From an optimization exercise on the open Yosys and OpenROAD flow, aimed at small area, a short achievable clock period and few clock cycles per item; shortcuts taken in it are not production practice. Only simulation tests tie the RTL to the original design; equivalence was not proved. Power is estimated from default activity; no workload was simulated.

$ cat run.sh
#!/bin/bash
# synth_recipe.tcl (not shown) runs the flow's synth.tcl, then flattens the netlist and writes it again
# the make line also repeats each setting of config.mk as NAME=value (left out here)
make -C /OpenROAD-flow-scripts/flow DESIGN_CONFIG=/design/flow/config.mk WORK_HOME=/design/flow/orfs CLKGATE_MAP_FILE= SYNTH_SCRIPT=/design/flow/synth_recipe.tcl finish
$ cat config.mk
export PLATFORM = sky130hd
export DESIGN_NAME = canfc_rx
export DESIGN_NICKNAME = canfc_rx
export VERILOG_FILES = /design/flow/design.v
export SDC_FILE = /design/flow/constraint.sdc
export NUM_CORES = 4
export LEC_CHECK = 0
export CAP_MARGIN = 20
export CORE_MARGIN = 2
export CORE_UTILIZATION = 40
export SLEW_MARGIN = 20
$ cat constraint.sdc
create_clock -name core_clock -period 10.0 [get_ports {clk}]
set_input_delay 2.0000 -clock core_clock [delete_from_list [all_inputs] [get_ports {clk}]]
set_output_delay 2.0000 -clock core_clock [all_outputs]
set_load 0.01 [all_outputs]
$ cat design.v
module canfc_rx (
    input  wire        clk,
    input  wire        rst,           
    input  wire        mode,          
    input  wire        in_valid,
    input  wire [7:0]  in_byte,
    output wire        in_ready,
    output reg         out_valid,     
    output reg         out_ok,        
    output wire [28:0] out_id,
    output wire        out_ext,
    output wire        out_rtr,
    output wire [3:0]  out_len,
    output wire [63:0] out_data,      
    output wire        out_ts_valid,
    output wire [31:0] out_ts
);
    localparam [7:0] CH_CR    = 8'h0D;
    localparam [7:0] CH_LF    = 8'h0A;
    localparam [7:0] CH_SP    = 8'h20;
    localparam [7:0] CH_COLON = 8'h3A;
    assign in_ready = 1'b1;
    reg        v_r;
    reg [7:0]  c;
    reg        m;
    always @(posedge clk) begin
        v_r <= in_valid && !rst;
        c   <= in_byte;
        m   <= mode;
    end
    localparam [4:0] S_FAIL  = 5'd0,
                     S_START = 5'd1,    
                     C_ID    = 5'd2,    
                     C_LEN   = 5'd3,    
                     C_RTRE  = 5'd4,    
                     C_DATA  = 5'd5,    
                     V_TOK1  = 5'd7,    
                     V_COLON = 5'd8,    
                     V_TSSP  = 5'd9,    
                     V_TOK2  = 5'd10,   
                     V_IDSP  = 5'd11,   
                     V_LEN   = 5'd12,   
                     V_LENSP = 5'd13,   
                     V_R1    = 5'd14,   
                     V_R2    = 5'd15,   
                     V_RTR   = 5'd16,   
                     V_B1    = 5'd17,   
                     V_B2    = 5'd18,   
                     V_BSP   = 5'd19;   
    reg [4:0]  st;
    reg [6:0]  cnt;          
    reg        ovf;          
    reg        pcr;          
    reg        ext, rtr;
    reg [28:0] hacc;         
    reg        hbig;         
    reg [3:0]  hcnt;         
    reg [31:0] dacc;         
    reg        dovf;         
    reg        alldec;       
    reg        tsv;
    reg [3:0]  l;
    reg [4:0]  ni;           
    reg [63:0] data;
    assign out_id       = hacc;
    assign out_ext      = ext;
    assign out_rtr      = rtr;
    assign out_len      = l;
    assign out_data     = data;
    assign out_ts_valid = tsv;
    assign out_ts       = dacc;
    wire c_dec  = (c >= 8'h30) && (c <= 8'h39);
    wire c_uhex = (c >= 8'h41) && (c <= 8'h46);
    wire c_lhex = (c >= 8'h61) && (c <= 8'h66);
    wire c_hex  = c_dec || c_uhex || c_lhex;
    wire [3:0] c_val = c_dec ? c[3:0] : (c[3:0] + 4'd9);
    wire c_sp   = (c == CH_SP);
    wire c_del  = (c == (m ? CH_LF : CH_CR));
    wire c_cr   = (c == CH_CR);
    wire [28:0] hacc_next = {hacc[24:0], c_val};
    wire        hbig_next = hbig || (hacc[28:25] != 4'd0);
    wire [3:0]  hcnt_next = (hcnt == 4'd9) ? 4'd9 : hcnt + 4'd1;
    wire [35:0] dmul      = {dacc, 3'd0} + {dacc, 1'd0} + {32'd0, c_val};
    wire        dbig      = (dacc > 32'd429496729) ||
                            ((dacc == 32'd429496729) && (c_val > 4'd5));
    wire        vid_ext = (hcnt > 4'd3);
    wire        vid_bad = (hcnt > 4'd8) || (vid_ext ? hbig : hacc[11]);
    wire        nfull   = (ni == {l, 1'b0});
    reg end_ok;
    always @(*) begin
        case (st)
            C_RTRE, V_RTR:          end_ok = 1'b1;
            C_DATA, V_B2, V_BSP:    end_ok = nfull;
            V_LEN, V_LENSP:         end_ok = (l == 4'd0);
            default:                end_ok = 1'b0;
        endcase
    end
    always @(posedge clk) begin
        out_valid <= 1'b0;
        if (rst) begin
            st     <= S_START;
            cnt    <= 7'd0;
            ovf    <= 1'b0;
            pcr    <= 1'b0;
        end else if (v_r) begin
            if (c_del) begin
                out_valid <= 1'b1;
                out_ok    <= end_ok && !ovf;
                st        <= S_START;
                cnt       <= 7'd0;
                ovf       <= 1'b0;
                pcr       <= 1'b0;
            end else begin
                cnt <= cnt + 7'd1;
                if (cnt == 7'd64)
                    ovf <= 1'b1;
                if (m && c_cr) begin
                    pcr <= 1'b1;
                    if (pcr)
                        st <= S_FAIL;
                end else if (m && pcr) begin
                    st <= S_FAIL;
                end else begin
                    case (st)
                    S_START: begin
                        tsv  <= 1'b0;
                        rtr  <= 1'b0;
                        ni   <= 5'd0;
                        data <= 64'd0;
                        hbig <= 1'b0;
                        if (!m) begin
                            hacc <= 29'd0;
                            hcnt <= 4'd0;
                            dacc <= 32'd0;
                            case (c)
                                8'h54: begin ext <= 1'b1; rtr <= 1'b0; st <= C_ID; end  
                                8'h74: begin ext <= 1'b0; rtr <= 1'b0; st <= C_ID; end  
                                8'h52: begin ext <= 1'b1; rtr <= 1'b1; st <= C_ID; end  
                                8'h72: begin ext <= 1'b0; rtr <= 1'b1; st <= C_ID; end  
                                default: st <= S_FAIL;
                            endcase
                        end else begin
                            if (c_sp) ;
                            else if (c_hex) begin
                                hacc   <= {25'd0, c_val};
                                hcnt   <= 4'd1;
                                dacc   <= {28'd0, c_val};
                                dovf   <= 1'b0;
                                alldec <= c_dec;
                                st     <= V_TOK1;
                            end else
                                st <= S_FAIL;
                        end
                    end
                    C_ID: begin
                        if (!c_hex) begin
                            st <= S_FAIL;
                        end else begin
                            hacc <= hacc_next;
                            hbig <= hbig_next;
                            hcnt <= hcnt + 4'd1;
                            if (hcnt + 4'd1 == (ext ? 4'd8 : 4'd3))
                                st <= C_LEN;
                        end
                    end
                    C_LEN: begin
                        if (!c_hex || c_val > 4'd8 || (ext ? hbig : hacc[11]))
                            st <= S_FAIL;
                        else begin
                            l  <= c_val;
                            st <= rtr ? C_RTRE : C_DATA;
                        end
                    end
                    C_RTRE: st <= S_FAIL;
                    C_DATA: begin
                        if (!c_hex || nfull)
                            st <= S_FAIL;
                        else
                            begin data[{ni[3:1], ~ni[0], 2'b00} +: 4] <= c_val; ni <= ni + 5'd1; end
                    end
                    V_TOK1: begin
                        if (c_hex) begin
                            hacc   <= hacc_next;
                            hbig   <= hbig_next;
                            hcnt   <= hcnt_next;
                            dacc   <= dmul[31:0];
                            dovf   <= dovf || dbig;
                            alldec <= alldec && c_dec;
                        end else if (c == CH_COLON) begin
                            if (!alldec || dovf)
                                st <= S_FAIL;
                            else begin
                                tsv <= 1'b1;
                                st  <= V_COLON;
                            end
                        end else if (c_sp) begin
                            dacc <= 32'd0;
                            if (vid_bad)
                                st <= S_FAIL;
                            else begin
                                ext <= vid_ext;
                                st  <= V_IDSP;
                            end
                        end else
                            st <= S_FAIL;
                    end
                    V_COLON: st <= c_sp ? V_TSSP : S_FAIL;
                    V_TSSP: begin
                        if (c_sp) ;
                        else if (c_hex) begin
                            hacc <= {25'd0, c_val};
                            hbig <= 1'b0;
                            hcnt <= 4'd1;
                            st   <= V_TOK2;
                        end else
                            st <= S_FAIL;
                    end
                    V_TOK2: begin
                        if (c_hex) begin
                            hacc <= hacc_next;
                            hbig <= hbig_next;
                            hcnt <= hcnt_next;
                        end else if (c_sp) begin
                            if (vid_bad)
                                st <= S_FAIL;
                            else begin
                                ext <= vid_ext;
                                st  <= V_IDSP;
                            end
                        end else
                            st <= S_FAIL;
                    end
                    V_IDSP: begin
                        if (c_sp) ;
                        else if (c_dec && c[3:0] <= 4'd8) begin
                            l  <= c[3:0];
                            st <= V_LEN;
                        end else
                            st <= S_FAIL;
                    end
                    V_LEN: st <= c_sp ? V_LENSP : S_FAIL;
                    V_LENSP, V_BSP: begin
                        if (c_sp) ;
                        else if (st == V_LENSP && c == 8'h72)       
                            st <= V_R1;
                        else if (c_hex && !nfull) begin
                            begin data[{ni[3:1], ~ni[0], 2'b00} +: 4] <= c_val; ni <= ni + 5'd1; end
                            st <= V_B1;
                        end else
                            st <= S_FAIL;
                    end
                    V_R1: st <= (c == 8'h74) ? V_R2 : S_FAIL;      
                    V_R2: begin
                        if (c == 8'h72) begin                       
                            rtr <= 1'b1;
                            st  <= V_RTR;
                        end else
                            st <= S_FAIL;
                    end
                    V_RTR: st <= c_sp ? V_RTR : S_FAIL;
                    V_B1: begin
                        if (c_hex) begin
                            begin data[{ni[3:1], ~ni[0], 2'b00} +: 4] <= c_val; ni <= ni + 5'd1; end
                            st <= V_B2;
                        end else
                            st <= S_FAIL;
                    end
                    V_B2: st <= c_sp ? V_BSP : S_FAIL;
                    default: st <= S_FAIL;
                    endcase
                end
            end
        end
    end
endmodule
==> results.yml <==
outcome:
  status: "finished clean"
drt:
  vias: 8027
  routed_via_density: 5.49
  dr_wl_met3_um: 1210
  dr_wl_met2_um: 11600
  ant_nets: 0
  routedWlPerCell_um: 18.1
  drt-met1-wl_um: 13400
  drt_iter0_markers: 714
  routed_wl_um: 26500
  drt_pass1_iterations: 5
  drcViolationCount: 0
  top_layer: "met4"
power:
  power_density_nw_per_um2: 131
  p_leak_nw: 4.57
  ir_worst_vdd_mv: 0.0996
placed_design:
  place.gp.congestion: 0.912
  dpl.hpwl_um: 19000
  port-buffer-count: 145
  dp_cells: 1431
  place_area_um2: 11900
cts:
  clk_path_buf_depth: 2
  root_buffer: "clkbuf_16"
  cts_resized: 0
  h-tree-depth: 4
  cts_hold_buffers: 0
  cts.sinks: 170
  post-cts-setup-buffer-count: 0
  cts_tree: "done"
  cts_made_buffers: 17
  clk_pin_slew_ps: 70
  worstSkewPairLatency_ps: 430
timing:
  tns_ps: 0
  maxSlewHeadroom: 0.304
  finalHoldWorstSlack_ps: 480
  setup_viol: 0
  skew_ps: 10.7
  fmax_mhz: 208
  rsz0062_at_grt: "no"
  finalHoldViolCount: 0
  drv_slew: 0
  fin_crit_sh: 0.482
  period_needed_ps: 4820
  tightest_slew_ps: 1040
grt:
  grt_max_degree: 70
  grt_pass1_wl_um: 42100
  antenna_found_initial: 0
  overflow: 0
  track_usage: 0.199
  grt_pass1_vias: 7584
setup_path:
  path_class: "flip-flop to flip-flop"
  path_cells: "inv_1 -> ha_1 -> o21bai_1 -> a21boi_4 -> nor2_1 -> xnor2_2 -> inv_1 -> fa_1 -> inv_1 -> fa_1 -> nand2b_1 -> a21oi_1 -> o21a_1 -> a221oi_1 -> o31ai_1 -> o41ai_2 -> o21ai_1 -> xnor2_1 -> nor2_1"
  worst_ep_arrival_time_ps: 4960
  path_delay_family: "compound AO/OA/AOI/OAI gates"
  critPathMaxFanout: 10
  cp_slowest_cell: "fa_1"
  cp-start-kind: "flip-flop"
  required_ps: 10140
  crit_top_cell: "inv_1"
  crit_path_max_incr_delay_ps: 520
  r2r_setup_slack_ps: 5180
  cp-end-kind: "flip-flop"
  crit_buf_inv: 3
final_layout:
  nets: 1204
  syn_to_final_growth_pct: 22.8
  drive_gt1_frac: 0.0680
  final_util: 0.498
  design_area_um2: 12500
  ff_latch_area_um2: 4850
  antenna_cells: 0
  nFillCells: 2393
  multi_input_area_um2: 5030
  final_cells: 1463
synthesis:
  synth-compound-area-share: 0.160
  ys.warnings.count: 1
  async_flop_share: 0
  synth_nets: 1075
  synth.area.mux_share: 0.0198
  syn-instance-count: 991
  synth_top_family_by_area: "simple AND/OR/NAND/NOR gates"
  ys.flop_type: "edfxtp_1"
  synth_fa_ha_area_frac: 0.0899
  synth-edff-count: 145
  synth.distinct_cells: 88
  synth_area_per_cell_um2: 10.3
  seq_area_frac_synth: 0.477
  synth-simple-area-share: 0.176
  synth-seq-cells: 170
  synthXorXnorAreaFrac: 0.0421
  syn_area_um2: 10200
worst_hold_path:
  hold_class: "flip-flop to flip-flop"
floorplan:
  dieArea_um2: 26800
  dieHeight_um: 164
  core-area_um2: 25100
  dieWidth_um: 164
  row_count: 58
  start_util: 0.406
  ioPinCount: 147
flow_run:
  drv_cap: 0
sequential cells by signal (all words and copies together), names as in the netlist, 4 cells and up:
| name | flops |
|---|---|
| c | 8 |
| ni | 5 |
| cnt | 7 |
| data | 64 |
| hcnt | 4 |
| l | 4 |
| dacc | 32 |
| st | 5 |
| hacc | 29 |
placed cells by master, fill, tap and decap left out, types with 9 or more instances in the layout:
cell and instances:
inv_1 26, nor3_1 32, nand2_1 65, nand2b_1 12, a21oi_1 45, ha_1 70
a31oi_1 11, nor2_1 163, edfxtp_1 145, mux2i_1 18, and3_1 9, nor2b_1 11
a211oi_1 51, clkdlybuf4s50_1 145, a22o_1 26, o21ai_0 36, xnor2_1 27, dfxtp_1 25
clkbuf_16 17, a21o_1 12, xor2_1 20, nand3_1 24
synth_stat cells (all sizes together) (4+ instances only):
cell    count  share of area
buf        18          0.012
mux2i      19          0.019
xor2       20          0.017
nand4       6         0.0037
nor2b      11         0.0068
xnor2      29          0.025
or3         5         0.0036
a31oi      12         0.0074
o22ai       4         0.0025
o21bai      4         0.0029
and2        4         0.0026
or2         7         0.0043
a22o       26          0.022
a21o       12         0.0088
edfxtp    145           0.43
nand2      67          0.025
and3       11         0.0074
inv        28          0.010
o21ai      41          0.021
a211oi     51          0.038
nor2      165          0.061
dfxtp      25          0.049
nor3       33          0.017
clkbuf     25          0.013
ha         70          0.086
nand2b     12         0.0074
nor4        7         0.0049
nand3      24          0.012
nor3b       5         0.0048
a21oi      46          0.023
area by class of cell:
type | count | area share
tap | 330 | 0.0330
inverter | 28 | 0.00840
sequential | 170 | 0.388
clock buffer | 18 | 0.0343
multi-input combinational | 750 | 0.403
timing repair buffer | 153 | 0.121
clock inverter | 14 | 0.0127
kinds of logic (layout without fill, tap and decap cells):
kind of cell	Yosys count	after routing
compound gates	233	233
xor+xnor	49	49
fa+ha+maj	72	72
buf+inv	71	213
flops	170	170
mux	20	20
other cells	1	1
simple gates	375	375
power breakdown:
| part | switching, mW | internal [mW] | leakage (nW) | total (mW) |
|---|---|---|---|---|
| logic | 0.0944 | 0.0707 | 2.72 | 0.165 |
| clock network | 0.300 | 0.375 | 0.285 | 0.675 |
| registers | 0.0198 | 0.783 | 1.56 | 0.803 |
path summary, 6_finish.rpt:
path	endpoint	cells after the start	startpoint
worst max-delay path	dacc[30]$_SDFFCE_PN0P_	19	c[0]$_DFF_P_
worst min-delay path	pcr$_SDFFE_PP0P_	2	pcr$_SDFFE_PP0P_
worst max register to register	dacc[30]$_SDFFCE_PN0P_	19	c[0]$_DFF_P_
worst min register to register	pcr$_SDFFE_PP0P_	2	pcr$_SDFFE_PP0P_
worst min-delay path, stage by stage, from the launching register on:
cell and delay, ps:
dfxtp_1 330, a21oi_1 40, nor2_1 80
stage by stage:
stage | setup WS (ps) | power [mW]
6_report | 5180 | 1.64
5_1_grt | 4840 | 1.70
4_1_cts | 5210 | 1.66
3_5_place_dp | 5230 | 0.983
3_3_place_gp | 5410 | 0.982
2_1_floorplan | 425 | 0.921
routing by layer:
layer / up-vias / GRT usage
li1: 3946 / -
met1: 3863 / 0.304
met2: 195 / 0.297
met3: 23 / 0.0300
met4: 0 / 0.0451
met5: - / 0
Testbench counts, summed over its fixed seeds: cycles 18,487, lines 960.

-- re-timing with driven ports --
The flow's constraints put no driver on any port. The routed layout listed below was extracted and timed again, unchanged, in two steps.
Step 1 assumes that a clkbuf_16 drives the clock port and a buf_2 every other input.
Step 2, shift: input delay + t, output delay - t, t = (earliest + latest rising clock arrival at the registers) / 2. This alone moves slack from input paths to output paths.
Slacks: no drivers / after step 1 / after step 2; pairs: no drivers / after step 1.
shift t [ns]: 0.474
setup slack, ns: 5.183 / 5.183 / 5.183
worst data-port slew with drivers (ns): 0.03
cell pins on the clock port's net: 1
After both steps setup and hold are still met in this run. For this run, drivers alone change the setup slack by 0.000 ns; drivers and shift together by 0.000 ns.
